From an optimization exercise on the open Yosys and OpenROAD flow, aimed at small area; shortcuts taken in it are not production practice. In this exercise RTL edits were held to simulation tests only and were not proved equivalent to the original. No driver is modelled on the clock port, so clocking that relies on it looks cheaper here than on a real chip. No activity file was given, so power comes from the tool's default toggle rates.

<file path="flow/post_cts.tcl">
# POST_CTS hook: a leaf clock buffer (clkbuf_8 driving only flip-flop clock
# pins) whose clock pins see a slew above 100 ps becomes a clkbuf_16; then the
# placement is legalized again.
estimate_parasitics -placement
set big [get_lib_cells sky130_fd_sc_hd__clkbuf_16]
set n 0
foreach inst [get_cells *] {
  if {[get_property $inst ref_name] ne "sky130_fd_sc_hd__clkbuf_8"} { continue }
  set out [get_pins -of_objects $inst -filter "direction==output"]
  set loads [get_pins -of_objects [get_nets -of_objects $out] -filter "direction==input"]
  set leaf 1
  set worst 0
  foreach l $loads {
    if {[get_property $l lib_pin_name] ne "CLK"} { set leaf 0; break }
    set s [get_property $l slew_max]
    if {$s > $worst} { set worst $s }
  }
  if {$leaf && $worst > 0.100} {
    replace_cell $inst $big
    incr n
  }
}
puts "post_cts: upsized $n leaf clock buffers to clkbuf_16"
estimate_parasitics -placement
detailed_placement
check_placement -verbose
estimate_parasitics -placement
</file>
<file path="flow/run.sh">
#!/bin/bash
# Layout flow: the standard flow (standard.sh) with these changes:
#  - the ports are buffered with sky130_fd_sc_hd__buf_1 cells;
#  - clock tree synthesis runs without dummy loads, with clkbuf_8 buffers and
#    sink clusters of at most 24 sinks within 70 um;
#  - after clock tree synthesis, flow/post_cts.tcl turns each leaf clock
#    buffer whose flip-flop clock pins see a slew above 100 ps into a
#    clkbuf_16 and legalizes the placement again.
# The full make/OpenROAD output goes to standard.log; ORFS's per-step logs
# are under orfs/logs.
set -euo pipefail
export BUFFER_PORTS_ARGS="-buffer_cell sky130_fd_sc_hd__buf_1"
export CTS_ARGS="-sink_clustering_enable -repair_clock_nets -dont_use_dummy_load -sink_clustering_size 24 -sink_clustering_max_diameter 70 -buf_list sky130_fd_sc_hd__clkbuf_8"
export POST_CTS_TCL="$PWD/flow/post_cts.tcl"
bash standard.sh > standard.log 2>&1
</file>
<file path="standard.sh">
#!/bin/bash
# synth_recipe.tcl (not shown) runs the flow's synth.tcl, then flattens the netlist and writes it again
# the make line also repeats each setting of config.mk as NAME=value (left out here)
make -C /OpenROAD-flow-scripts/flow DESIGN_CONFIG=/design/flow/config.mk WORK_HOME=/design/flow/orfs CLKGATE_MAP_FILE= SYNTH_SCRIPT=/design/flow/synth_recipe.tcl "${@:-finish}"
</file>
<file path="config.mk">
export PLATFORM = sky130hd
export DESIGN_NAME = morbo_crom
export DESIGN_NICKNAME = morbo_crom
export VERILOG_FILES = /design/flow/design.v
export SDC_FILE = /design/flow/constraint.sdc
export NUM_CORES = 8
export LEC_CHECK = 0
export CAP_MARGIN = 30
export CELL_PAD_IN_SITES_DETAIL_PLACEMENT = 1
export CELL_PAD_IN_SITES_GLOBAL_PLACEMENT = 1
export CORE_MARGIN = 2
export CORE_UTILIZATION = 45
export PLACE_DENSITY = 0.8
export SETUP_SLACK_MARGIN = 1.0
export SLEW_MARGIN = 30
export SYNTH_HIERARCHICAL = 1
</file>
<file path="constraint.sdc">
create_clock -name core_clock -period 10.0 [get_ports {clk}]
set_input_delay 2.0000 -clock core_clock [delete_from_list [all_inputs] [get_ports {clk}]]
set_output_delay 2.0000 -clock core_clock [all_outputs]
set_load 0.01 [all_outputs]
</file>
<file path="design.v">
module morbo_crom (
  input             clk,
  input             RST,             
  input      [31:0] CMD,
  input      [31:0] OPERAND,
  output reg [31:0] RESULT,
  input      [11:0] EXT_ADDR,        
  output     [31:0] EXT_DATA,
  output     [31:0] HDR_MIRROR,
  output     [31:0] BUSOPT_MIRROR,
  output            VALID_OUT
);
  localparam [7:0] E_ILLEGAL  = 8'h01;
  localparam [7:0] E_RESERVED = 8'h02;
  localparam [7:0] E_BADSEL   = 8'h03;
  localparam [7:0] E_NOSECT   = 8'h04;
  localparam [7:0] E_SECTOPEN = 8'h05;
  localparam [7:0] E_FULL     = 8'h06;
  localparam [7:0] E_RANGE    = 8'h07;
  localparam [7:0] E_INPUT    = 8'h09;
  localparam [7:0] OP_NOP       = 8'h00;
  localparam [7:0] OP_CRC_CLR   = 8'h01;
  localparam [7:0] OP_CRC_WORD  = 8'h02;
  localparam [7:0] OP_CRC_READ  = 8'h03;
  localparam [7:0] OP_ROM_CLR   = 8'h10;
  localparam [7:0] OP_ROM_OPEN  = 8'h11;
  localparam [7:0] OP_ROM_PUT   = 8'h12;
  localparam [7:0] OP_ROM_CLOSE = 8'h13;
  localparam [7:0] OP_ROM_SEAL  = 8'h14;
  localparam [7:0] OP_ROM_READ  = 8'h15;
  localparam [7:0] OP_ROM_BUILD = 8'h16;
  localparam [7:0] OP_IN_WRITE  = 8'h20;
  localparam [7:0] OP_STAT_READ = 8'h30;
  reg [15:0] acc;
  reg [15:0] sacc;
  reg [7:0]  wp;
  reg [6:0]  ss;
  reg        sopen;
  reg        skind;
  reg        valid;
  reg        align_warn;
  reg [7:0]  err;
  reg [6:0]  inset;
  reg [31:0] in0, in1, in2, in3, in4, in5;
  reg        in6nz;
  wire [7:0]  opc = CMD[31:24];
  wire [7:0]  sel = CMD[23:16];
  wire [15:0] imm = CMD[15:0];
  wire op_nop   = opc == OP_NOP;
  wire op_cclr  = opc == OP_CRC_CLR;
  wire op_cword = opc == OP_CRC_WORD;
  wire op_cread = opc == OP_CRC_READ;
  wire op_rclr  = opc == OP_ROM_CLR;
  wire op_open  = opc == OP_ROM_OPEN;
  wire op_put   = opc == OP_ROM_PUT;
  wire op_close = opc == OP_ROM_CLOSE;
  wire op_seal  = opc == OP_ROM_SEAL;
  wire op_rread = opc == OP_ROM_READ;
  wire op_build = opc == OP_ROM_BUILD;
  wire op_inw   = opc == OP_IN_WRITE;
  wire op_stat  = opc == OP_STAT_READ;
  wire known    = op_nop | op_cclr | op_cword | op_cread | op_rclr | op_open | op_put |
                  op_close | op_seal | op_rread | op_build | op_inw | op_stat;
  wire uses_sel = op_open | op_inw | op_stat;
  wire rom_full = wp[7];
  reg [7:0] fcode;
  always @* begin
    fcode = 8'h00;
    if (!known)                               fcode = E_ILLEGAL;
    else if (!uses_sel && sel != 8'd0)        fcode = E_RESERVED;
    else if (!op_rread && imm != 16'd0)       fcode = E_RESERVED;
    else if (op_open && sel > 8'd1)           fcode = E_BADSEL;
    else if (op_inw  && sel > 8'd6)           fcode = E_BADSEL;
    else if (op_stat && sel > 8'd2)           fcode = E_BADSEL;
    else if (op_rread && imm[15:7] != 9'd0)   fcode = E_RANGE;
    else if (op_open && sopen)                fcode = E_SECTOPEN;
    else if (op_open && rom_full)             fcode = E_FULL;
    else if (op_put && !sopen)                fcode = E_NOSECT;
    else if (op_put && rom_full)              fcode = E_FULL;
    else if (op_close && !sopen)              fcode = E_NOSECT;
    else if (op_seal && sopen)                fcode = E_SECTOPEN;
    else if (op_build && inset != 7'h7f)      fcode = E_INPUT;
  end
  wire ok   = fcode == 8'h00;
  wire exec = !RST && ok;
  wire        inw1    = op_inw && sel[2:0] == 3'd1;
  wire [31:0] crc_w   = OPERAND & ~{inw1, inw1, 1'b0, inw1, 28'h0};
  wire [15:0] crc_a   = op_put ? sacc : op_inw ? 16'h0000 : acc;
  wire [15:0] crc_out;
  morbo_crcw u_crcw (.a(crc_a), .w(crc_w), .y(crc_out));
  wire [15:0] l_m1, l_m2, l_m3;
  morbo_mpow1 u_m1 (.v(crc_out), .y(l_m1));
  morbo_mpow2 u_m2 (.v(crc_out), .y(l_m2));
  morbo_mpow3 u_m3 (.v(crc_out), .y(l_m3));
  reg  [15:0] crcq0, crcq1, crcq2, crcq3, crcq4, crcq5;
  wire [15:0] bib_crc, info_crc;
  morbo_xor4x16 u_bib  (.a(crcq0), .b(crcq1), .c(crcq2), .d(crcq3), .y(bib_crc));
  morbo_xor2x16 u_info (.a(crcq4), .b(crcq5), .y(info_crc));
  wire        clr   = RST || (exec && op_rclr);
  wire        build = exec && op_build;
  wire        bulk  = clr || build;
  wire        wr    = exec && (op_open || op_put || op_close);
  wire [6:0]  waddr = op_close ? ss : wp[6:0];
  wire [6:0]  n7    = wp[6:0] - ss - 7'd1;        
  wire [31:0] hdr   = skind ? {9'd0, n7, sacc} : {1'b0, n7, 1'b0, n7, sacc};
  wire [31:0] wsrc  = op_put ? OPERAND : op_close ? hdr : 32'h0;
  function [31:0] img;
    input integer g;
    begin
      case (g)
        0:  img = {16'h0404, bib_crc};
        1:  img = in0;
        2:  img = in1 & 32'h2FFF_FFFF;
        3:  img = in2;
        4:  img = in3;
        5:  img = 32'h0004B339;
        6:  img = 32'h03123456;
        7:  img = 32'h17654321;
        8:  img = 32'h81000002;
        9:  img = 32'hB8000006;
        10: img = 32'h00040D83;
        13: img = 32'h48454C4C;
        14: img = 32'h4F000000;
        15: img = {16'h0002, info_crc};
        16: img = in4;
        17: img = in5;
        default: img = 32'h0;
      endcase
    end
  endfunction
  reg [31:0] rom [0:127];
  genvar g;
  generate
    for (g = 0; g < 128; g = g + 1) begin : g_word
      wire        en = bulk || (wr && waddr == g);
      wire [31:0] d  = clr ? 32'h0 : build ? img(g) : wsrc;
      wire [31:0] nxt;
      wire        en_n = ~en;
      genvar b;
      for (b = 0; b < 32; b = b + 1) begin : g_bit
        morbo_hold u_hold (.q(rom[g][b]), .d(d[b]), .en(en), .en_n(en_n), .y(nxt[b]));
      end
      always @(posedge clk)
        rom[g] <= nxt;
    end
  endgenerate
  wire [31:0] rd_cmd, rd_ext;
  wire [32*128-1:0] rom_flat;
  generate
    for (g = 0; g < 128; g = g + 1) begin : g_flat
      assign rom_flat[32*g +: 32] = rom[g];
    end
  endgenerate
  morbo_rd u_rd_cmd (.words(rom_flat), .idx(imm[6:0]),      .q(rd_cmd));
  morbo_rd u_rd_ext (.words(rom_flat), .idx(EXT_ADDR[8:2]), .q(rd_ext));
  wire [31:0] status = {1'b0, inset, err, 1'b0, align_warn, valid, skind, sopen, 3'b000, wp};
  always @(posedge clk) begin
    if (RST) begin
      acc        <= 16'h0000;
      sacc       <= 16'h0000;
      wp         <= 8'd0;
      ss         <= 7'd0;
      sopen      <= 1'b0;
      skind      <= 1'b0;
      valid      <= 1'b0;
      align_warn <= 1'b0;
      err        <= 8'h00;
      inset      <= 7'h00;
      RESULT     <= 32'h0;
    end else begin
      RESULT <= 32'h0;
      if (!ok) begin
        if (err == 8'h00)
          err <= fcode;
      end else begin
        if (op_cclr)  acc <= 16'h0000;
        if (op_cword) acc <= crc_out;
        if (op_cread) RESULT <= {16'h0000, acc};
        if (op_rclr) begin
          wp <= 8'd0; ss <= 7'd0; sopen <= 1'b0; skind <= 1'b0;
          sacc <= 16'h0000; valid <= 1'b0; align_warn <= 1'b0;
        end
        if (op_open) begin
          ss <= wp[6:0]; wp <= wp + 8'd1; sacc <= 16'h0000;
          sopen <= 1'b1; skind <= sel[0]; valid <= 1'b0;
        end
        if (op_put) begin
          wp <= wp + 8'd1; sacc <= crc_out;
        end
        if (op_close) begin
          sopen <= 1'b0; skind <= 1'b0;
        end
        if (op_seal)  valid <= 1'b1;
        if (op_rread) RESULT <= rd_cmd;
        if (op_build) begin
          wp <= 8'd18; ss <= 7'd15; sopen <= 1'b0; skind <= 1'b0;
          sacc <= info_crc; valid <= 1'b1; align_warn <= in6nz;
        end
        if (op_stat)
          RESULT <= (sel[1:0] == 2'd0) ? status :
                    (sel[1:0] == 2'd1) ? {25'd0, ss} : {16'h0000, sacc};
        if (op_inw) inset[sel[2:0]] <= 1'b1;
      end
    end
  end
  wire inw = exec && op_inw;
  wire [5:0] in_en;
  genvar k;
  generate
    for (k = 0; k < 6; k = k + 1) begin : g_in
      assign in_en[k] = inw && sel[2:0] == k;
    end
  endgenerate
  wire [31:0] in0_n, in1_n, in2_n, in3_n, in4_n, in5_n;
  morbo_hold32 u_in0 (.q(in0), .d(OPERAND), .en(in_en[0]), .en_n(~in_en[0]), .y(in0_n));
  morbo_hold32 u_in1 (.q(in1), .d(OPERAND), .en(in_en[1]), .en_n(~in_en[1]), .y(in1_n));
  morbo_hold32 u_in2 (.q(in2), .d(OPERAND), .en(in_en[2]), .en_n(~in_en[2]), .y(in2_n));
  morbo_hold32 u_in3 (.q(in3), .d(OPERAND), .en(in_en[3]), .en_n(~in_en[3]), .y(in3_n));
  morbo_hold32 u_in4 (.q(in4), .d(OPERAND), .en(in_en[4]), .en_n(~in_en[4]), .y(in4_n));
  morbo_hold32 u_in5 (.q(in5), .d(OPERAND), .en(in_en[5]), .en_n(~in_en[5]), .y(in5_n));
  wire [15:0] crcq0_n, crcq1_n, crcq2_n, crcq3_n, crcq4_n, crcq5_n;
  morbo_hold16 u_q0 (.q(crcq0), .d(l_m3),    .en(in_en[0]), .en_n(~in_en[0]), .y(crcq0_n));
  morbo_hold16 u_q1 (.q(crcq1), .d(l_m2),    .en(in_en[1]), .en_n(~in_en[1]), .y(crcq1_n));
  morbo_hold16 u_q2 (.q(crcq2), .d(l_m1),    .en(in_en[2]), .en_n(~in_en[2]), .y(crcq2_n));
  morbo_hold16 u_q3 (.q(crcq3), .d(crc_out), .en(in_en[3]), .en_n(~in_en[3]), .y(crcq3_n));
  morbo_hold16 u_q4 (.q(crcq4), .d(l_m1),    .en(in_en[4]), .en_n(~in_en[4]), .y(crcq4_n));
  morbo_hold16 u_q5 (.q(crcq5), .d(crc_out), .en(in_en[5]), .en_n(~in_en[5]), .y(crcq5_n));
  always @(posedge clk) begin
    in0 <= in0_n; in1 <= in1_n; in2 <= in2_n; in3 <= in3_n; in4 <= in4_n; in5 <= in5_n;
    crcq0 <= crcq0_n; crcq1 <= crcq1_n; crcq2 <= crcq2_n;
    crcq3 <= crcq3_n; crcq4 <= crcq4_n; crcq5 <= crcq5_n;
    if (inw && sel[2:0] == 3'd6)
      in6nz <= OPERAND[9:0] != 10'd0;
  end
  assign EXT_DATA      = rd_ext;
  assign HDR_MIRROR    = rom[0];
  assign BUSOPT_MIRROR = rom[2];
  assign VALID_OUT     = valid;
endmodule
module morbo_rd (
  input  [32*128-1:0] words,
  input  [6:0]        idx,
  output [31:0]       q
);
  wire [127:0] oh;
  genvar i, b;
  generate
    for (i = 0; i < 128; i = i + 1) begin : g_oh
      assign oh[i] = idx == i;
    end
  endgenerate
  generate
    for (b = 0; b < 32; b = b + 1) begin : g_bit
      wire [42:0] t;
      for (i = 0; i < 42; i = i + 1) begin : g_t
        morbo_aoi3 u (.s({oh[3*i+2], oh[3*i+1], oh[3*i]}),
                      .d({words[32*(3*i+2)+b], words[32*(3*i+1)+b], words[32*(3*i)+b]}),
                      .y(t[i]));
      end
      morbo_aoi2 u_last (.s(oh[127:126]), .d({words[32*127+b], words[32*126+b]}), .y(t[42]));
      assign q[b] = ~&t;
    end
  endgenerate
endmodule
module morbo_aoi2 (
  input  [1:0] s,
  input  [1:0] d,
  output       y
);
  assign y = ~|(s & d);
endmodule
module morbo_aoi3 (
  input  [2:0] s,
  input  [2:0] d,
  output       y
);
  assign y = ~|(s & d);
endmodule
module morbo_hold (
  input  q,
  input  d,
  input  en,
  input  en_n,
  output y
);
  assign y = (q | en) & (d | en_n);
endmodule
module morbo_hold32 (
  input  [31:0] q,
  input  [31:0] d,
  input         en,
  input         en_n,
  output [31:0] y
);
  genvar b;
  generate
    for (b = 0; b < 32; b = b + 1) begin : g_bit
      morbo_hold u (.q(q[b]), .d(d[b]), .en(en), .en_n(en_n), .y(y[b]));
    end
  endgenerate
endmodule
module morbo_hold16 (
  input  [15:0] q,
  input  [15:0] d,
  input         en,
  input         en_n,
  output [15:0] y
);
  genvar b;
  generate
    for (b = 0; b < 16; b = b + 1) begin : g_bit
      morbo_hold u (.q(q[b]), .d(d[b]), .en(en), .en_n(en_n), .y(y[b]));
    end
  endgenerate
endmodule
module morbo_xor4x16 (
  input  [15:0] a, b, c, d,
  output [15:0] y
);
  wire [15:0] ab, cd;
  genvar i;
  generate
    for (i = 0; i < 16; i = i + 1) begin : g_bit
      morbo_xor2 u_ab (.a(a[i]),  .b(b[i]),  .y(ab[i]));
      morbo_xor2 u_cd (.a(c[i]),  .b(d[i]),  .y(cd[i]));
      morbo_xor2 u_y  (.a(ab[i]), .b(cd[i]), .y(y[i]));
    end
  endgenerate
endmodule
module morbo_xor2x16 (
  input  [15:0] a, b,
  output [15:0] y
);
  genvar i;
  generate
    for (i = 0; i < 16; i = i + 1) begin : g_bit
      morbo_xor2 u (.a(a[i]), .b(b[i]), .y(y[i]));
    end
  endgenerate
endmodule
module morbo_crcw (
  input  [15:0] a,
  input  [31:0] w,
  output [15:0] y
);
  wire [95:0] x;
  morbo_xor2 u0 (.a(a[8]), .b(w[24]), .y(x[0]));
  morbo_xor2 u1 (.a(a[9]), .b(w[25]), .y(x[1]));
  morbo_xor2 u2 (.a(a[10]), .b(w[26]), .y(x[2]));
  morbo_xor2 u3 (.a(a[11]), .b(w[27]), .y(x[3]));
  morbo_xor2 u4 (.a(a[12]), .b(w[28]), .y(x[4]));
  morbo_xor2 u5 (.a(a[13]), .b(w[29]), .y(x[5]));
  morbo_xor2 u6 (.a(a[14]), .b(w[30]), .y(x[6]));
  morbo_xor2 u7 (.a(a[15]), .b(w[31]), .y(x[7]));
  morbo_xor2 u8 (.a(x[0]), .b(x[4]), .y(x[8]));
  morbo_xor2 u9 (.a(x[1]), .b(x[5]), .y(x[9]));
  morbo_xor2 u10 (.a(x[2]), .b(x[6]), .y(x[10]));
  morbo_xor2 u11 (.a(x[3]), .b(x[7]), .y(x[11]));
  morbo_xor2 u12 (.a(a[4]), .b(x[8]), .y(x[12]));
  morbo_xor2 u13 (.a(a[5]), .b(x[9]), .y(x[13]));
  morbo_xor2 u14 (.a(a[6]), .b(x[10]), .y(x[14]));
  morbo_xor2 u15 (.a(a[7]), .b(x[11]), .y(x[15]));
  morbo_xor2 u16 (.a(a[0]), .b(x[11]), .y(x[16]));
  morbo_xor2 u17 (.a(a[1]), .b(x[4]), .y(x[17]));
  morbo_xor2 u18 (.a(a[2]), .b(x[5]), .y(x[18]));
  morbo_xor2 u19 (.a(x[8]), .b(x[5]), .y(x[19]));
  morbo_xor2 u20 (.a(a[3]), .b(x[6]), .y(x[20]));
  morbo_xor2 u21 (.a(x[9]), .b(x[6]), .y(x[21]));
  morbo_xor2 u22 (.a(x[12]), .b(x[7]), .y(x[22]));
  morbo_xor2 u23 (.a(x[10]), .b(x[7]), .y(x[23]));
  morbo_xor2 u24 (.a(x[16]), .b(w[16]), .y(x[24]));
  morbo_xor2 u25 (.a(x[17]), .b(w[17]), .y(x[25]));
  morbo_xor2 u26 (.a(x[18]), .b(w[18]), .y(x[26]));
  morbo_xor2 u27 (.a(x[20]), .b(w[19]), .y(x[27]));
  morbo_xor2 u28 (.a(x[22]), .b(w[20]), .y(x[28]));
  morbo_xor2 u29 (.a(x[13]), .b(w[21]), .y(x[29]));
  morbo_xor2 u30 (.a(x[14]), .b(w[22]), .y(x[30]));
  morbo_xor2 u31 (.a(x[15]), .b(w[23]), .y(x[31]));
  morbo_xor2 u32 (.a(x[24]), .b(x[28]), .y(x[32]));
  morbo_xor2 u33 (.a(x[25]), .b(x[29]), .y(x[33]));
  morbo_xor2 u34 (.a(x[26]), .b(x[30]), .y(x[34]));
  morbo_xor2 u35 (.a(x[27]), .b(x[31]), .y(x[35]));
  morbo_xor2 u36 (.a(x[4]), .b(x[32]), .y(x[36]));
  morbo_xor2 u37 (.a(x[19]), .b(x[33]), .y(x[37]));
  morbo_xor2 u38 (.a(x[21]), .b(x[34]), .y(x[38]));
  morbo_xor2 u39 (.a(x[23]), .b(x[35]), .y(x[39]));
  morbo_xor2 u40 (.a(x[8]), .b(x[35]), .y(x[40]));
  morbo_xor2 u41 (.a(x[9]), .b(x[28]), .y(x[41]));
  morbo_xor2 u42 (.a(x[10]), .b(x[29]), .y(x[42]));
  morbo_xor2 u43 (.a(x[32]), .b(x[29]), .y(x[43]));
  morbo_xor2 u44 (.a(x[11]), .b(x[30]), .y(x[44]));
  morbo_xor2 u45 (.a(x[33]), .b(x[30]), .y(x[45]));
  morbo_xor2 u46 (.a(x[36]), .b(x[31]), .y(x[46]));
  morbo_xor2 u47 (.a(x[34]), .b(x[31]), .y(x[47]));
  morbo_xor2 u48 (.a(x[40]), .b(w[8]), .y(x[48]));
  morbo_xor2 u49 (.a(x[41]), .b(w[9]), .y(x[49]));
  morbo_xor2 u50 (.a(x[42]), .b(w[10]), .y(x[50]));
  morbo_xor2 u51 (.a(x[44]), .b(w[11]), .y(x[51]));
  morbo_xor2 u52 (.a(x[46]), .b(w[12]), .y(x[52]));
  morbo_xor2 u53 (.a(x[37]), .b(w[13]), .y(x[53]));
  morbo_xor2 u54 (.a(x[38]), .b(w[14]), .y(x[54]));
  morbo_xor2 u55 (.a(x[39]), .b(w[15]), .y(x[55]));
  morbo_xor2 u56 (.a(x[48]), .b(x[52]), .y(x[56]));
  morbo_xor2 u57 (.a(x[49]), .b(x[53]), .y(x[57]));
  morbo_xor2 u58 (.a(x[50]), .b(x[54]), .y(x[58]));
  morbo_xor2 u59 (.a(x[51]), .b(x[55]), .y(x[59]));
  morbo_xor2 u60 (.a(x[28]), .b(x[56]), .y(x[60]));
  morbo_xor2 u61 (.a(x[43]), .b(x[57]), .y(x[61]));
  morbo_xor2 u62 (.a(x[45]), .b(x[58]), .y(x[62]));
  morbo_xor2 u63 (.a(x[47]), .b(x[59]), .y(x[63]));
  morbo_xor2 u64 (.a(x[32]), .b(x[59]), .y(x[64]));
  morbo_xor2 u65 (.a(x[33]), .b(x[52]), .y(x[65]));
  morbo_xor2 u66 (.a(x[34]), .b(x[53]), .y(x[66]));
  morbo_xor2 u67 (.a(x[56]), .b(x[53]), .y(x[67]));
  morbo_xor2 u68 (.a(x[35]), .b(x[54]), .y(x[68]));
  morbo_xor2 u69 (.a(x[57]), .b(x[54]), .y(x[69]));
  morbo_xor2 u70 (.a(x[60]), .b(x[55]), .y(x[70]));
  morbo_xor2 u71 (.a(x[58]), .b(x[55]), .y(x[71]));
  morbo_xor2 u72 (.a(x[64]), .b(w[0]), .y(x[72]));
  morbo_xor2 u73 (.a(x[65]), .b(w[1]), .y(x[73]));
  morbo_xor2 u74 (.a(x[66]), .b(w[2]), .y(x[74]));
  morbo_xor2 u75 (.a(x[68]), .b(w[3]), .y(x[75]));
  morbo_xor2 u76 (.a(x[70]), .b(w[4]), .y(x[76]));
  morbo_xor2 u77 (.a(x[61]), .b(w[5]), .y(x[77]));
  morbo_xor2 u78 (.a(x[62]), .b(w[6]), .y(x[78]));
  morbo_xor2 u79 (.a(x[63]), .b(w[7]), .y(x[79]));
  morbo_xor2 u80 (.a(x[72]), .b(x[76]), .y(x[80]));
  morbo_xor2 u81 (.a(x[73]), .b(x[77]), .y(x[81]));
  morbo_xor2 u82 (.a(x[74]), .b(x[78]), .y(x[82]));
  morbo_xor2 u83 (.a(x[75]), .b(x[79]), .y(x[83]));
  morbo_xor2 u84 (.a(x[52]), .b(x[80]), .y(x[84]));
  morbo_xor2 u85 (.a(x[67]), .b(x[81]), .y(x[85]));
  morbo_xor2 u86 (.a(x[69]), .b(x[82]), .y(x[86]));
  morbo_xor2 u87 (.a(x[71]), .b(x[83]), .y(x[87]));
  morbo_xor2 u88 (.a(x[56]), .b(x[83]), .y(x[88]));
  morbo_xor2 u89 (.a(x[57]), .b(x[76]), .y(x[89]));
  morbo_xor2 u90 (.a(x[58]), .b(x[77]), .y(x[90]));
  morbo_xor2 u91 (.a(x[80]), .b(x[77]), .y(x[91]));
  morbo_xor2 u92 (.a(x[59]), .b(x[78]), .y(x[92]));
  morbo_xor2 u93 (.a(x[81]), .b(x[78]), .y(x[93]));
  morbo_xor2 u94 (.a(x[84]), .b(x[79]), .y(x[94]));
  morbo_xor2 u95 (.a(x[82]), .b(x[79]), .y(x[95]));
  assign y[0] = x[80];
  assign y[1] = x[81];
  assign y[2] = x[82];
  assign y[3] = x[83];
  assign y[4] = x[76];
  assign y[5] = x[91];
  assign y[6] = x[93];
  assign y[7] = x[95];
  assign y[8] = x[88];
  assign y[9] = x[89];
  assign y[10] = x[90];
  assign y[11] = x[92];
  assign y[12] = x[94];
  assign y[13] = x[85];
  assign y[14] = x[86];
  assign y[15] = x[87];
endmodule
module morbo_mpow1 (
  input  [15:0] v,
  output [15:0] y
);
  wire [59:0] x;
  morbo_xor2 u0 (.a(v[7]), .b(v[13]), .y(x[0]));
  morbo_xor2 u1 (.a(v[8]), .b(v[14]), .y(x[1]));
  morbo_xor2 u2 (.a(v[9]), .b(v[15]), .y(x[2]));
  morbo_xor2 u3 (.a(v[6]), .b(v[12]), .y(x[3]));
  morbo_xor2 u4 (.a(v[3]), .b(x[3]), .y(x[4]));
  morbo_xor2 u5 (.a(v[4]), .b(v[10]), .y(x[5]));
  morbo_xor2 u6 (.a(v[5]), .b(v[11]), .y(x[6]));
  morbo_xor2 u7 (.a(v[1]), .b(x[2]), .y(x[7]));
  morbo_xor2 u8 (.a(v[0]), .b(x[1]), .y(x[8]));
  morbo_xor2 u9 (.a(v[2]), .b(x[6]), .y(x[9]));
  morbo_xor2 u10 (.a(v[1]), .b(x[0]), .y(x[10]));
  morbo_xor2 u11 (.a(v[11]), .b(x[4]), .y(x[11]));
  morbo_xor2 u12 (.a(x[5]), .b(x[10]), .y(x[12]));
  morbo_xor2 u13 (.a(v[10]), .b(x[9]), .y(x[13]));
  morbo_xor2 u14 (.a(v[2]), .b(x[7]), .y(x[14]));
  morbo_xor2 u15 (.a(v[0]), .b(v[8]), .y(x[15]));
  morbo_xor2 u16 (.a(x[0]), .b(x[2]), .y(x[16]));
  morbo_xor2 u17 (.a(v[7]), .b(v[10]), .y(x[17]));
  morbo_xor2 u18 (.a(x[5]), .b(x[11]), .y(x[18]));
  morbo_xor2 u19 (.a(v[4]), .b(v[12]), .y(x[19]));
  morbo_xor2 u20 (.a(x[19]), .b(x[0]), .y(x[20]));
  morbo_xor2 u21 (.a(x[20]), .b(x[6]), .y(x[21]));
  morbo_xor2 u22 (.a(v[5]), .b(v[13]), .y(x[22]));
  morbo_xor2 u23 (.a(x[22]), .b(x[1]), .y(x[23]));
  morbo_xor2 u24 (.a(x[23]), .b(x[3]), .y(x[24]));
  morbo_xor2 u25 (.a(v[6]), .b(v[14]), .y(x[25]));
  morbo_xor2 u26 (.a(x[25]), .b(x[16]), .y(x[26]));
  morbo_xor2 u27 (.a(v[15]), .b(x[8]), .y(x[27]));
  morbo_xor2 u28 (.a(x[27]), .b(x[17]), .y(x[28]));
  morbo_xor2 u29 (.a(x[4]), .b(x[5]), .y(x[29]));
  morbo_xor2 u30 (.a(x[29]), .b(x[7]), .y(x[30]));
  morbo_xor2 u31 (.a(x[30]), .b(x[15]), .y(x[31]));
  morbo_xor2 u32 (.a(v[9]), .b(x[9]), .y(x[32]));
  morbo_xor2 u33 (.a(x[32]), .b(x[12]), .y(x[33]));
  morbo_xor2 u34 (.a(x[1]), .b(x[4]), .y(x[34]));
  morbo_xor2 u35 (.a(x[34]), .b(x[13]), .y(x[35]));
  morbo_xor2 u36 (.a(v[0]), .b(v[4]), .y(x[36]));
  morbo_xor2 u37 (.a(x[36]), .b(x[11]), .y(x[37]));
  morbo_xor2 u38 (.a(x[37]), .b(x[16]), .y(x[38]));
  morbo_xor2 u39 (.a(v[5]), .b(v[12]), .y(x[39]));
  morbo_xor2 u40 (.a(x[39]), .b(x[8]), .y(x[40]));
  morbo_xor2 u41 (.a(x[40]), .b(x[12]), .y(x[41]));
  morbo_xor2 u42 (.a(v[6]), .b(v[13]), .y(x[42]));
  morbo_xor2 u43 (.a(x[42]), .b(x[7]), .y(x[43]));
  morbo_xor2 u44 (.a(x[43]), .b(x[8]), .y(x[44]));
  morbo_xor2 u45 (.a(x[44]), .b(x[9]), .y(x[45]));
  morbo_xor2 u46 (.a(v[14]), .b(x[4]), .y(x[46]));
  morbo_xor2 u47 (.a(x[46]), .b(x[14]), .y(x[47]));
  morbo_xor2 u48 (.a(x[47]), .b(x[17]), .y(x[48]));
  morbo_xor2 u49 (.a(v[2]), .b(v[15]), .y(x[49]));
  morbo_xor2 u50 (.a(x[49]), .b(x[0]), .y(x[50]));
  morbo_xor2 u51 (.a(x[50]), .b(x[3]), .y(x[51]));
  morbo_xor2 u52 (.a(x[51]), .b(x[15]), .y(x[52]));
  morbo_xor2 u53 (.a(v[3]), .b(v[9]), .y(x[53]));
  morbo_xor2 u54 (.a(x[53]), .b(x[8]), .y(x[54]));
  morbo_xor2 u55 (.a(x[54]), .b(x[10]), .y(x[55]));
  morbo_xor2 u56 (.a(x[1]), .b(x[5]), .y(x[56]));
  morbo_xor2 u57 (.a(x[56]), .b(x[14]), .y(x[57]));
  morbo_xor2 u58 (.a(v[3]), .b(x[2]), .y(x[58]));
  morbo_xor2 u59 (.a(x[58]), .b(x[13]), .y(x[59]));
  assign y[0] = x[18];
  assign y[1] = x[21];
  assign y[2] = x[24];
  assign y[3] = x[26];
  assign y[4] = x[28];
  assign y[5] = x[31];
  assign y[6] = x[33];
  assign y[7] = x[35];
  assign y[8] = x[38];
  assign y[9] = x[41];
  assign y[10] = x[45];
  assign y[11] = x[48];
  assign y[12] = x[52];
  assign y[13] = x[55];
  assign y[14] = x[57];
  assign y[15] = x[59];
endmodule
module morbo_mpow2 (
  input  [15:0] v,
  output [15:0] y
);
  wire [63:0] x;
  morbo_xor2 u0 (.a(v[4]), .b(v[7]), .y(x[0]));
  morbo_xor2 u1 (.a(v[3]), .b(v[6]), .y(x[1]));
  morbo_xor2 u2 (.a(v[5]), .b(v[8]), .y(x[2]));
  morbo_xor2 u3 (.a(v[14]), .b(v[15]), .y(x[3]));
  morbo_xor2 u4 (.a(v[9]), .b(v[12]), .y(x[4]));
  morbo_xor2 u5 (.a(v[11]), .b(x[2]), .y(x[5]));
  morbo_xor2 u6 (.a(v[13]), .b(x[0]), .y(x[6]));
  morbo_xor2 u7 (.a(v[10]), .b(x[4]), .y(x[7]));
  morbo_xor2 u8 (.a(v[2]), .b(x[1]), .y(x[8]));
  morbo_xor2 u9 (.a(v[0]), .b(v[1]), .y(x[9]));
  morbo_xor2 u10 (.a(v[5]), .b(x[7]), .y(x[10]));
  morbo_xor2 u11 (.a(v[10]), .b(x[6]), .y(x[11]));
  morbo_xor2 u12 (.a(v[14]), .b(x[5]), .y(x[12]));
  morbo_xor2 u13 (.a(v[1]), .b(v[2]), .y(x[13]));
  morbo_xor2 u14 (.a(v[6]), .b(x[3]), .y(x[14]));
  morbo_xor2 u15 (.a(v[0]), .b(v[11]), .y(x[15]));
  morbo_xor2 u16 (.a(x[6]), .b(x[9]), .y(x[16]));
  morbo_xor2 u17 (.a(v[13]), .b(x[15]), .y(x[17]));
  morbo_xor2 u18 (.a(x[3]), .b(x[8]), .y(x[18]));
  morbo_xor2 u19 (.a(v[8]), .b(v[15]), .y(x[19]));
  morbo_xor2 u20 (.a(v[4]), .b(x[5]), .y(x[20]));
  morbo_xor2 u21 (.a(v[12]), .b(x[3]), .y(x[21]));
  morbo_xor2 u22 (.a(v[7]), .b(x[18]), .y(x[22]));
  morbo_xor2 u23 (.a(x[11]), .b(x[12]), .y(x[23]));
  morbo_xor2 u24 (.a(v[3]), .b(v[10]), .y(x[24]));
  morbo_xor2 u25 (.a(x[24]), .b(x[0]), .y(x[25]));
  morbo_xor2 u26 (.a(x[25]), .b(x[9]), .y(x[26]));
  morbo_xor2 u27 (.a(x[26]), .b(x[19]), .y(x[27]));
  morbo_xor2 u28 (.a(v[9]), .b(x[13]), .y(x[28]));
  morbo_xor2 u29 (.a(x[28]), .b(x[20]), .y(x[29]));
  morbo_xor2 u30 (.a(x[8]), .b(x[10]), .y(x[30]));
  morbo_xor2 u31 (.a(v[11]), .b(x[1]), .y(x[31]));
  morbo_xor2 u32 (.a(x[31]), .b(x[11]), .y(x[32]));
  morbo_xor2 u33 (.a(v[12]), .b(x[0]), .y(x[33]));
  morbo_xor2 u34 (.a(x[33]), .b(x[12]), .y(x[34]));
  morbo_xor2 u35 (.a(x[1]), .b(x[10]), .y(x[35]));
  morbo_xor2 u36 (.a(x[35]), .b(x[16]), .y(x[36]));
  morbo_xor2 u37 (.a(v[2]), .b(v[6]), .y(x[37]));
  morbo_xor2 u38 (.a(x[37]), .b(x[9]), .y(x[38]));
  morbo_xor2 u39 (.a(x[38]), .b(x[23]), .y(x[39]));
  morbo_xor2 u40 (.a(v[1]), .b(x[4]), .y(x[40]));
  morbo_xor2 u41 (.a(x[40]), .b(x[5]), .y(x[41]));
  morbo_xor2 u42 (.a(x[41]), .b(x[22]), .y(x[42]));
  morbo_xor2 u43 (.a(x[6]), .b(x[7]), .y(x[43]));
  morbo_xor2 u44 (.a(x[43]), .b(x[8]), .y(x[44]));
  morbo_xor2 u45 (.a(x[44]), .b(x[19]), .y(x[45]));
  morbo_xor2 u46 (.a(v[3]), .b(v[9]), .y(x[46]));
  morbo_xor2 u47 (.a(x[46]), .b(x[23]), .y(x[47]));
  morbo_xor2 u48 (.a(x[7]), .b(x[14]), .y(x[48]));
  morbo_xor2 u49 (.a(x[48]), .b(x[20]), .y(x[49]));
  morbo_xor2 u50 (.a(v[6]), .b(v[7]), .y(x[50]));
  morbo_xor2 u51 (.a(x[50]), .b(v[15]), .y(x[51]));
  morbo_xor2 u52 (.a(x[51]), .b(x[10]), .y(x[52]));
  morbo_xor2 u53 (.a(x[52]), .b(x[17]), .y(x[53]));
  morbo_xor2 u54 (.a(v[4]), .b(x[1]), .y(x[54]));
  morbo_xor2 u55 (.a(x[54]), .b(x[17]), .y(x[55]));
  morbo_xor2 u56 (.a(x[55]), .b(x[21]), .y(x[56]));
  morbo_xor2 u57 (.a(v[5]), .b(x[16]), .y(x[57]));
  morbo_xor2 u58 (.a(x[57]), .b(x[21]), .y(x[58]));
  morbo_xor2 u59 (.a(v[13]), .b(x[2]), .y(x[59]));
  morbo_xor2 u60 (.a(x[59]), .b(x[13]), .y(x[60]));
  morbo_xor2 u61 (.a(x[60]), .b(x[14]), .y(x[61]));
  morbo_xor2 u62 (.a(v[0]), .b(v[9]), .y(x[62]));
  morbo_xor2 u63 (.a(x[62]), .b(x[22]), .y(x[63]));
  assign y[0] = x[27];
  assign y[1] = x[29];
  assign y[2] = x[30];
  assign y[3] = x[32];
  assign y[4] = x[34];
  assign y[5] = x[36];
  assign y[6] = x[39];
  assign y[7] = x[42];
  assign y[8] = x[45];
  assign y[9] = x[47];
  assign y[10] = x[49];
  assign y[11] = x[53];
  assign y[12] = x[56];
  assign y[13] = x[58];
  assign y[14] = x[61];
  assign y[15] = x[63];
endmodule
module morbo_mpow3 (
  input  [15:0] v,
  output [15:0] y
);
  wire [56:0] x;
  morbo_xor2 u0 (.a(v[6]), .b(v[10]), .y(x[0]));
  morbo_xor2 u1 (.a(v[3]), .b(v[5]), .y(x[1]));
  morbo_xor2 u2 (.a(v[13]), .b(v[15]), .y(x[2]));
  morbo_xor2 u3 (.a(v[2]), .b(v[4]), .y(x[3]));
  morbo_xor2 u4 (.a(v[7]), .b(v[11]), .y(x[4]));
  morbo_xor2 u5 (.a(v[0]), .b(v[14]), .y(x[5]));
  morbo_xor2 u6 (.a(v[8]), .b(v[12]), .y(x[6]));
  morbo_xor2 u7 (.a(v[9]), .b(x[2]), .y(x[7]));
  morbo_xor2 u8 (.a(v[1]), .b(x[1]), .y(x[8]));
  morbo_xor2 u9 (.a(v[5]), .b(x[5]), .y(x[9]));
  morbo_xor2 u10 (.a(v[7]), .b(x[8]), .y(x[10]));
  morbo_xor2 u11 (.a(v[8]), .b(x[3]), .y(x[11]));
  morbo_xor2 u12 (.a(v[10]), .b(x[4]), .y(x[12]));
  morbo_xor2 u13 (.a(v[2]), .b(v[9]), .y(x[13]));
  morbo_xor2 u14 (.a(x[0]), .b(x[6]), .y(x[14]));
  morbo_xor2 u15 (.a(v[1]), .b(v[4]), .y(x[15]));
  morbo_xor2 u16 (.a(v[3]), .b(x[0]), .y(x[16]));
  morbo_xor2 u17 (.a(v[4]), .b(v[9]), .y(x[17]));
  morbo_xor2 u18 (.a(v[5]), .b(x[15]), .y(x[18]));
  morbo_xor2 u19 (.a(x[3]), .b(x[5]), .y(x[19]));
  morbo_xor2 u20 (.a(x[4]), .b(x[7]), .y(x[20]));
  morbo_xor2 u21 (.a(v[0]), .b(v[1]), .y(x[21]));
  morbo_xor2 u22 (.a(x[21]), .b(v[6]), .y(x[22]));
  morbo_xor2 u23 (.a(x[22]), .b(v[15]), .y(x[23]));
  morbo_xor2 u24 (.a(x[23]), .b(x[11]), .y(x[24]));
  morbo_xor2 u25 (.a(x[10]), .b(x[13]), .y(x[25]));
  morbo_xor2 u26 (.a(x[11]), .b(x[16]), .y(x[26]));
  morbo_xor2 u27 (.a(v[0]), .b(x[1]), .y(x[27]));
  morbo_xor2 u28 (.a(x[27]), .b(x[4]), .y(x[28]));
  morbo_xor2 u29 (.a(x[28]), .b(x[17]), .y(x[29]));
  morbo_xor2 u30 (.a(x[14]), .b(x[18]), .y(x[30]));
  morbo_xor2 u31 (.a(v[8]), .b(x[18]), .y(x[31]));
  morbo_xor2 u32 (.a(x[31]), .b(x[20]), .y(x[32]));
  morbo_xor2 u33 (.a(x[9]), .b(x[13]), .y(x[33]));
  morbo_xor2 u34 (.a(x[33]), .b(x[14]), .y(x[34]));
  morbo_xor2 u35 (.a(v[1]), .b(x[16]), .y(x[35]));
  morbo_xor2 u36 (.a(x[35]), .b(x[20]), .y(x[36]));
  morbo_xor2 u37 (.a(v[14]), .b(x[3]), .y(x[37]));
  morbo_xor2 u38 (.a(x[37]), .b(x[6]), .y(x[38]));
  morbo_xor2 u39 (.a(x[38]), .b(x[12]), .y(x[39]));
  morbo_xor2 u40 (.a(v[11]), .b(x[1]), .y(x[40]));
  morbo_xor2 u41 (.a(x[40]), .b(x[6]), .y(x[41]));
  morbo_xor2 u42 (.a(x[41]), .b(x[7]), .y(x[42]));
  morbo_xor2 u43 (.a(v[12]), .b(v[13]), .y(x[43]));
  morbo_xor2 u44 (.a(x[43]), .b(v[14]), .y(x[44]));
  morbo_xor2 u45 (.a(x[44]), .b(x[0]), .y(x[45]));
  morbo_xor2 u46 (.a(x[45]), .b(x[17]), .y(x[46]));
  morbo_xor2 u47 (.a(x[2]), .b(x[9]), .y(x[47]));
  morbo_xor2 u48 (.a(x[47]), .b(x[12]), .y(x[48]));
  morbo_xor2 u49 (.a(v[11]), .b(v[12]), .y(x[49]));
  morbo_xor2 u50 (.a(x[49]), .b(x[19]), .y(x[50]));
  morbo_xor2 u51 (.a(v[12]), .b(x[2]), .y(x[51]));
  morbo_xor2 u52 (.a(x[51]), .b(x[8]), .y(x[52]));
  morbo_xor2 u53 (.a(v[6]), .b(v[13]), .y(x[53]));
  morbo_xor2 u54 (.a(x[53]), .b(x[19]), .y(x[54]));
  morbo_xor2 u55 (.a(v[15]), .b(x[5]), .y(x[55]));
  morbo_xor2 u56 (.a(x[55]), .b(x[10]), .y(x[56]));
  assign y[0] = x[24];
  assign y[1] = x[25];
  assign y[2] = x[26];
  assign y[3] = x[29];
  assign y[4] = x[30];
  assign y[5] = x[32];
  assign y[6] = x[34];
  assign y[7] = x[36];
  assign y[8] = x[39];
  assign y[9] = x[42];
  assign y[10] = x[46];
  assign y[11] = x[48];
  assign y[12] = x[50];
  assign y[13] = x[52];
  assign y[14] = x[54];
  assign y[15] = x[56];
endmodule
module morbo_xor2 (
  input  a,
  input  b,
  output y
);
  assign y = a ^ b;
endmodule
</file>
==> results of run 1 <==
[power breakdown]
part / switching [mW] / leakage, nW / internal (mW)
sequential: 1.01 / 37.4 / 19.0
clock: 6.22 / 2.87 / 4.00
combinational: 11.4 / 38.1 / 6.29
[how the worst min path moves through the flow]
stage | to | slack, ns
6_report | in4[29]$_DFF_P_ | 0.47
5_1_grt | in5[30]$_DFF_P_ | 0.48
3_5_place_dp | in1[29]$_DFF_P_ | 0.46
3_3_place_gp | in4[29]$_DFF_P_ | 0.45
2_1_floorplan | err[0]$_SDFFE_PP0P_ | 0.43
[sequential cells by signal (all words and copies together) (netlist names), 29 cells and up]
register  count
in5          32
in1          29
in2          32
in0          32
RESULT       32
in4          32
rom        4096
in3          32
[layout by cell type (no fill, tap or decap), types with 35 or more instances in the layout]
| cell type | n |
|---|---|
| a21oi_1 | 36 |
| diode_2 | 72 |
| o21ai_4 | 113 |
| o21ai_0 | 45 |
| a21oi_4 | 85 |
| nand4_1 | 648 |
| xor2_1 | 320 |
| clkbuf_16 | 179 |
| a22oi_2 | 64 |
| a22oi_1 | 50 |
| inv_1 | 58 |
| nor3_1 | 82 |
| nand3_1 | 163 |
| nor4_4 | 47 |
| a222oi_1 | 2693 |
| nand2_1 | 63 |
| o22a_1 | 4381 |
| buf_12 | 43 |
| buf_4 | 861 |
| nor2_2 | 77 |
| buf_1 | 199 |
| nor2_1 | 461 |
| nor4_2 | 65 |
| a31oi_4 | 42 |
| dfxtp_1 | 4475 |
| clkbuf_8 | 94 |
| nor4_1 | 35 |
| nor2_4 | 229 |
[critical path, cell delays in order]
cell	delay, ns
buf_1	0.27
nor2b_1	0.14
nand3_1	0.64
nor2_2	0.44
buf_4	0.38
a222oi_1	0.36
nand4_1	0.58
nor4_4	1.22
nand3_1	0.95
buf_1	0.34
[layer usage]
layer  GRT usage  part of all wire  up-vias
met5     0.06186            0.0032        -
met4      0.4358              0.12       97
met3      0.2645              0.18     5494
met2      0.6521              0.38    18730
met1      0.5512              0.32    92770
li1            -                 -    69710
[metrics by stage]
stage | util | instance area [um2] | hold slack, ns
final | 0.5216 | 201200 | 0.4735
after global routing | 0.5214 | 201100 | 0.4845
after floorplan | - | 174400 | 0.4335
after detailed placement | 0.5037 | 194300 | 0.4557
after global placement | 0.5012 | 193300 | 0.4481
[area by class of cell]
class	instances	area (um2)
Inverter	59	221.5
Fill cell	40070	184500
Tap cell	5175	6475
Multi-Input combinational cell	10070	89670
Timing Repair Buffer	1166	9274
Clock buffer	271	5746
Antenna cell	72	180.2
Sequential cell	4476	89620
==> results.txt, run 1 <==
reg2reg end crcq1[9]$_DFF_P_; std cell rows 228; Final Setup Violations 0; Die Height 626.5 um; Final Power 47.89 mW; worst hold stages 1; vias per inst 8.775; WL per Instance 47.61 um; final antenna-violating net count 0; placed cell count 20910; CORE AREA 0.3857 mm2; antenna violations before repair 109; Final Critical Period 9.373 ns; Worst Setup End Kind primary output; Worst R2R Path Depth 22; synthesized cell area roughly 0.17 mm2; Post-Syn Nets between 10000 and 15000; Fmax around 110 MHz; Area growth syn-to-layout 15.37%; first-pass GRT wire length 1377000 um; Final Slew Violations 0; Critical Path AT 7.37 ns; RSZ-0062 raised after global routing no; worst r2r src sacc[13]$_SDFFE_PP0P_; GR Overflow Total 0; critical path fanouts, max 18; final worst-path cycle share 0.9373; Setup crit end EXT_DATA[18]; vias in the first global route 174100; Ys Warns 9; starting density of the core 0.4521; Vias 186800; GPL Wtd Cong 1.057; final WL 1014000 um; Initial DRC Count ~46000; status finished clean; clk sinks 4476; NumNets Final 16140; syn avg cell area 11.73 um2; die footprint 0.3925 mm2; Crit Path Class input pin to primary output; GRT Total Usage 0.4888; setup TNS 0 ns; clock insertion delay at the later pin of the skew report between 1 and 1.5 ns; Max-cap violations 0; I/O pins 207; critical path required time 8.00 ns; dpl ws 0.1079 ns; hold path start in4[29]$_DFF_P_; pin count of the biggest net entering global routing 122; HP Class flip-flop to flip-flop; fin cells 21290; endpoints failing hold 0; Post-DP HPWL 630900 um; Worst Skew 0.1675 ns; CTS tree done; Final WS setup 0.6269 ns; Mapped Cells roughly 15000; TritonRoute pass-1 iters 15; DRC 0; Lkg Pwr 78.41 nW; Cell Pwr Density 238.1 mW/mm2; share of layout cells above drive strength 1 0.1308; R2R Setup Slk approximately 3 ns; Critical Path Start Type input pin; Die W about 630 um; Worst-path clk slew 0.08 ns; Worst VDD drop 1771 uV; Rel. slew slack 0.1058; CP startpoint EXT_ADDR[4]; worst slew pin tran about 1.3 ns; input/output buffers ~200
==> inputs of run 2 (changes only) <==
--- a/config.mk
+++ b/config.mk
@@ -10,7 +10,7 @@
 export CELL_PAD_IN_SITES_GLOBAL_PLACEMENT = 1
 export CORE_MARGIN = 2
 export CORE_UTILIZATION = 45
-export PLACE_DENSITY = 0.8
+export PLACE_DENSITY = 0.75
 export SETUP_SLACK_MARGIN = 1.0
 export SLEW_MARGIN = 30
 export SYNTH_HIERARCHICAL = 1
==> run 2 against run 1 <==
Compared with the run above:
- flip-flop and latch count did not move
- hold slack got worse by 0.0013 ns
- first-iteration DRC count fell by 6.8%
- die area did not move
==> results.txt, run 2 <==
Final Critical Period 9.227 ns (-0.1459 ns); starting density of the core 0.4521 (unchanged); Die W 626.5 um (unchanged); clk sinks 4476 (unchanged); Crit Path Class input pin to primary output; RSZ-0062 raised after global routing no; Ys Warns 9 (unchanged); NumNets Final 16060 (-0.51%); Worst Skew 0.1500 ns (-0.01749 ns); Post-DP HPWL 616500 um (-2.3%); Vias 181400 (-2.9%); Worst-path clk slew 0.08 ns (about the same); critical path required time 8.00 ns (about the same); placed cell count 20850 (-0.28%); Post-Syn Nets 14960 (unchanged); Area growth syn-to-layout 15.00%; synthesized cell area 0.1744 mm2 (unchanged); Crit path buffers/inverters 3 (unchanged); first-pass GRT wire length 1341000 um (-2.6%); Mapped Cells 14860 (unchanged); pin count of the biggest net entering global routing 122 (unchanged); Final Setup Violations 0 (unchanged); vias in the first global route 168700 (-3.1%); syn avg cell area 11.73 um2 (unchanged); commonest cells after routing, fill and taps aside 4475 x dfxtp_1, 4381 x o22a_1, 2693 x a222oi_1; CTS tree done; Final Slew Violations 0 (unchanged); fin cells 21180 (-0.50%); I/O pins 207 (unchanged); setup TNS 0 ns (unchanged); Lkg Pwr 77.90 nW (-0.65%); input/output buffers 201 (unchanged); Largest Register rom; share of layout cells above drive strength 1 0.1271 (-0.003643); HP Class flip-flop to flip-flop; final worst-path cycle share 0.9227 (-0.01459); Cell Pwr Density 235.9 mW/mm2 (-0.92%); status finished clean; cells along the critical path buf_1, nor2b_1, nand2_1, nor2_4, buf_4, a222oi_1, nand4_1, nor4_1, nand3_1, buf_1; max FFs per register 4096 (unchanged); Die Height 626.5 um (unchanged); die footprint 0.3925 mm2 (unchanged); most common cell after layout, fill and taps aside dfxtp_1; vias per inst 8.563 (-2.4%); Final WS setup 0.7728 ns (+0.1459 ns); WL per Instance 46.50 um (-2.3%); final WL 985000 um (-2.8%); Final Util 0.5200 (-0.001648); TritonRoute pass-1 iters 17 (+2); Worst Setup End Kind primary output; dpl ws 0.2440 ns (+0.1360 ns); GPL Wtd Cong 1.072 (+1.4%); hold path start in3[21]$_DFF_P_; Initial DRC Count 42600 (-6.8%); endpoints failing hold 0 (unchanged); clock insertion delay at the later pin of the skew report 1.32 ns (+0.05 ns); GR Overflow Total 0 (unchanged); critical path fanouts, max 17 (-1); slowest CP cell nor4_1; Max stage delay on crit path 1.22 ns (about the same); Crit path max-delay family simple AND/OR/NAND/NOR gates; Worst VDD drop 1468 uV (-17%); Critical Path AT 7.23 ns (-0.14 ns); std cell rows 228 (unchanged); CP most frequent cell buf_1; tightest hold margin 0.4722 ns (-0.001261 ns); antenna violations before repair 78 (-28%); CORE AREA 0.3857 mm2 (unchanged); GRT Total Usage 0.4754 (-0.01345); CP startpoint EXT_ADDR[2]; DRC 0 (unchanged); worst slew pin tran 1.388 ns (+0.04654 ns); Rel. slew slack 0.07473 (-0.03103); Critical Path Start Type input pin; worst r2r src sacc[12]$_SDFFE_PP0P_; Fmax 108.4 MHz (+1.6%); final antenna-violating net count 0 (unchanged); Max-cap violations 0 (unchanged)
-- run 2: cell types whose count changed in the layout (fill, tap and decap cells not counted), moves of 8 or more --
cell,delta
buf_6,-8
nor4_2,+26
o21ai_2,-14
nor4_4,-13
buf_8,-10
o21ai_4,+13
buf_4,-58
nor4_1,-13
diode_2,-23
nor2_2,-35
nor2_4,+34
-- run 2: final timing paths --
kind	end	slack, ns	cells past startpoint
worst max register to register	crcq2[7]$_DFF_P_	3.09	23
worst min register to register	in3[21]$_DFF_P_	0.47	1
worst min-delay path	in3[21]$_DFF_P_	0.47	1
worst max-delay path	EXT_DATA[16]	0.77	10
-- run 2: power by group --
group / leakage (nW) / internal (mW) / total [mW] / switching, mW
combinational: 37.6 / 6.13 / 17.1 / 11.0
sequential: 37.4 / 19.0 / 20.0 / 0.997
clock: 2.84 / 3.97 / 10.2 / 6.20
total: 77.9 / 29.1 / 47.3 / 18.2
-- run 2: per-layer routing --
layer | up-vias | part of all wire | track usage
met4 | 52 | 0.10 | 0.3858
met5 | - | 0.00066 | 0.006297
met3 | 4187 | 0.17 | 0.2196
met1 | 91390 | 0.34 | 0.5641
met2 | 16280 | 0.39 | 0.6520
li1 | 69490 | - | -
-- run 2: layout make-up --
class	instances	area (um2)
Antenna cell	49	122.6
Clock buffer	268	5693
Fill cell	40070	185100
Inverter	59	221.5
Multi-Input combinational cell	10070	89910
Sequential cell	4476	89620
Tap cell	5175	6475
Timing Repair Buffer	1086	8502
-- run 2: stage by stage --
step	total power [mW]	area [um2]
after floorplan	38.33	174400
after global routing	48.85	200500
final	47.30	200500
after global placement	36.71	193300
after detailed placement	36.90	194200
==> inputs of run 3 (changes only) <==
--- a/config.mk
+++ b/config.mk
@@ -10,7 +10,8 @@
 export CELL_PAD_IN_SITES_GLOBAL_PLACEMENT = 1
 export CORE_MARGIN = 2
 export CORE_UTILIZATION = 45
-export PLACE_DENSITY = 0.75
-export SETUP_SLACK_MARGIN = 1.0
+export GPL_ROUTABILITY_DRIVEN = 0
+export PLACE_DENSITY = 0.8
+export SETUP_SLACK_MARGIN = 0.7
 export SLEW_MARGIN = 30
 export SYNTH_HIERARCHICAL = 1
==> run 3 against run 2 <==
Compared with the run above:
- still clean on timing, DRC and antenna
- clock skew up 0.080 ns
- utilization about the same
- global-route usage up 0.86 points
- clock-buffer cell count down 5
- first-iteration DRC count up 13%
- cell count up 0.23%
- largest cell class unchanged
==> results.txt, run 3 <==
Cell Pwr Density 239.3 mW/mm2 (+1.5%); antenna violations before repair 110 (+41%); Max-cap violations 0 (unchanged); most common cell after layout, fill and taps aside dfxtp_1; Final Setup Violations 0 (unchanged); Largest Register rom; CTS tree done; Worst Setup End Kind primary output; Worst Skew 0.2305 ns (+0.08047 ns); first-pass GRT wire length 1369000 um (+2.1%); Logic pwr share 0.372 (+0.010); Critical Path Start Type input pin; final worst-path cycle share 0.9154 (-0.007275); input/output buffers 201 (unchanged); Flop pwr share 0.418 (-0.005); Worst VDD drop 1716 uV (+17%); Fmax 109.2 MHz (+0.79%); die footprint 0.3925 mm2 (unchanged); vias per inst 8.828 (+3.1%); Rel. slew slack 0.1199 (+0.04512); endpoints failing hold 0 (unchanged); clock share of power 0.210 (-0.005); clock insertion delay at the later pin of the skew report 1.27 ns (-0.05 ns); status finished clean; I/O pins 207 (unchanged); critical path required time 8.00 ns (about the same); DRC 0 (unchanged); syn avg cell area 11.73 um2 (unchanged); Mapped Cells 14860 (unchanged); Die W 626.5 um (unchanged); dpl ws -0.03234 ns (-0.2763 ns); vias in the first global route 174900 (+3.7%); pin count of the biggest net entering global routing 122 (unchanged); starting density of the core 0.4521 (unchanged); sw frac 0.3947 (+0.01029); critical path fanouts, max 28 (+11); TritonRoute pass-1 iters 17 (unchanged); Vias 187400 (+3.3%); final WL 1002000 um (+1.8%); Area growth syn-to-layout 14.92% (about the same); Net Sw Power 18.93 mW (+4.1%); Post-DP HPWL 608500 um (-1.3%); Final Util 0.5196 (about the same); Crit Path Class input pin to primary output; HP Class flip-flop to flip-flop; Initial DRC Count 48200 (+13%); Die Height 626.5 um (unchanged); RSZ-0062 raised after global routing yes; cell-internal power 29.03 mW (-0.30%); Post-Syn Nets 14960 (unchanged); std cell rows 228 (unchanged); synthesized cell area 0.1744 mm2 (unchanged); CORE AREA 0.3857 mm2 (unchanged); commonest cells after routing, fill and taps aside 4475 x dfxtp_1, 4381 x o22a_1, 2693 x a222oi_1; worst slew pin tran 1.310 ns (-0.07776 ns); Worst-path clk slew 0.08 ns (about the same); share of layout cells above drive strength 1 0.1255 (-0.001606); Final Slew Violations 0 (unchanged); NumNets Final 16060 (+0.031%); tightest hold margin 0.4754 ns (+0.003226 ns); Ys Warns 9 (unchanged); GRT Total Usage 0.4840 (+0.008639); WL per Instance 47.21 um (+1.5%); GR Overflow Total 0 (unchanged); final antenna-violating net count 0 (unchanged); Final WS setup 0.8455 ns (+0.07275 ns); Final Critical Period 9.154 ns (-0.07275 ns); Lkg Pwr 77.89 nW (about the same); max FFs per register 4096 (unchanged); Critical Path AT 7.15 ns (-0.08 ns); clk sinks 4476 (unchanged)
[run 3: worst paths after layout]
| check | slack (ns) | cells after the start | end | from |
|---|---|---|---|---|
| max | 0.85 | 13 | EXT_DATA[23] | EXT_ADDR[2] |
| min | 0.48 | 2 | err[0]$_SDFFE_PP0P_ | err[0]$_SDFFE_PP0P_ |
| max reg2reg | 2.64 | 21 | crcq2[15]$_DFF_P_ | sacc[15]$_SDFFE_PP0P_ |
| min reg2reg | 0.48 | 2 | err[0]$_SDFFE_PP0P_ | err[0]$_SDFFE_PP0P_ |
[run 3: power groups by stage]
stage	clock network, mW	logic [mW]	registers [mW]
after floorplan	0	18.2	20.1
after global placement	0	16.3	20.3
after detailed placement	0	16.9	20.4
after global routing	10.5	18.4	20.2
final	10.1	17.8	20.0
[run 3: area by class of cell]
class                           instances  area, um2
Fill cell                           40210     185300
Multi-Input combinational cell      10070      89700
Sequential cell                      4476      89620
Timing Repair Buffer                 1096       8539
Tap cell                             5175       6475
Clock buffer                          263       5624
Antenna cell                           92      230.2
Inverter                               59      221.5
[run 3: critical path, stage by stage]
cell,delay [ns]
buf_1,0.29
nor2b_1,0.16
nand2_1,0.37
buf_6,0.24
buf_4,0.30
nor2_4,0.12
buf_4,0.32
a222oi_1,0.94
nand4_1,0.83
nor4_2,0.47
buf_4,0.44
nand3_1,0.34
buf_1,0.23
[run 3: per-stage QoR]
step / std cells / TNS, ns / total power [mW] / area [um2]
floorplan: 14860 / 0 / 38.33 / 174400
global placement: 20820 / 0 / 36.56 / 193000
detailed placement: 20840 / -0.1027 / 37.28 / 193600
global route: 21180 / 0 / 49.15 / 200300
finish: 21230 / 0 / 47.96 / 200400
[run 3: per-layer routing]
layer / vias to the layer above / GRT usage / share of wire
met5: - / 0.05371 / 0.0027
met4: 88 / 0.4222 / 0.11
met3: 5740 / 0.2656 / 0.18
met2: 19130 / 0.6417 / 0.38
met1: 92940 / 0.5510 / 0.32
li1: 69550 / - / -

[static timing again, ports no longer ideal]
The results above use ideal ports. As a check the final layouts listed here were re-extracted and re-timed, cells and wires unchanged. Step 1, drivers: a clkbuf_16 drives clk and a buf_2 each remaining input, both assumed. Step 2, shift: input delay + t, output delay - t, t = (earliest + latest rising clock arrival at the registers) / 2. This alone moves slack from input paths to output paths. a / b / c = no drivers / after step 1 / after step 2; a / b = the first two.
run	t (ns)	setup slack, ns	worst hold slack (ns)	latest minus earliest clock arrival (ns)	worst data-port slew with drivers (ns)
run 1	1.349	0.627 / 0.368 / -0.097	0.473 / 0.473 / 0.473	0.209 / 0.209	0.43
run 2	1.357	0.773 / 0.499 / -0.183	0.472 / 0.472 / 0.472	0.165 / 0.165	0.50
run 3	1.300	0.846 / 0.537 / -0.462	0.475 / 0.475 / 0.475	0.253 / 0.253	0.42
With both steps, setup timing fails in every run listed, where it was met with ideal ports. For run 3, which loses most, drivers alone change the setup slack by -0.309 ns; drivers and shift together by -1.308 ns.
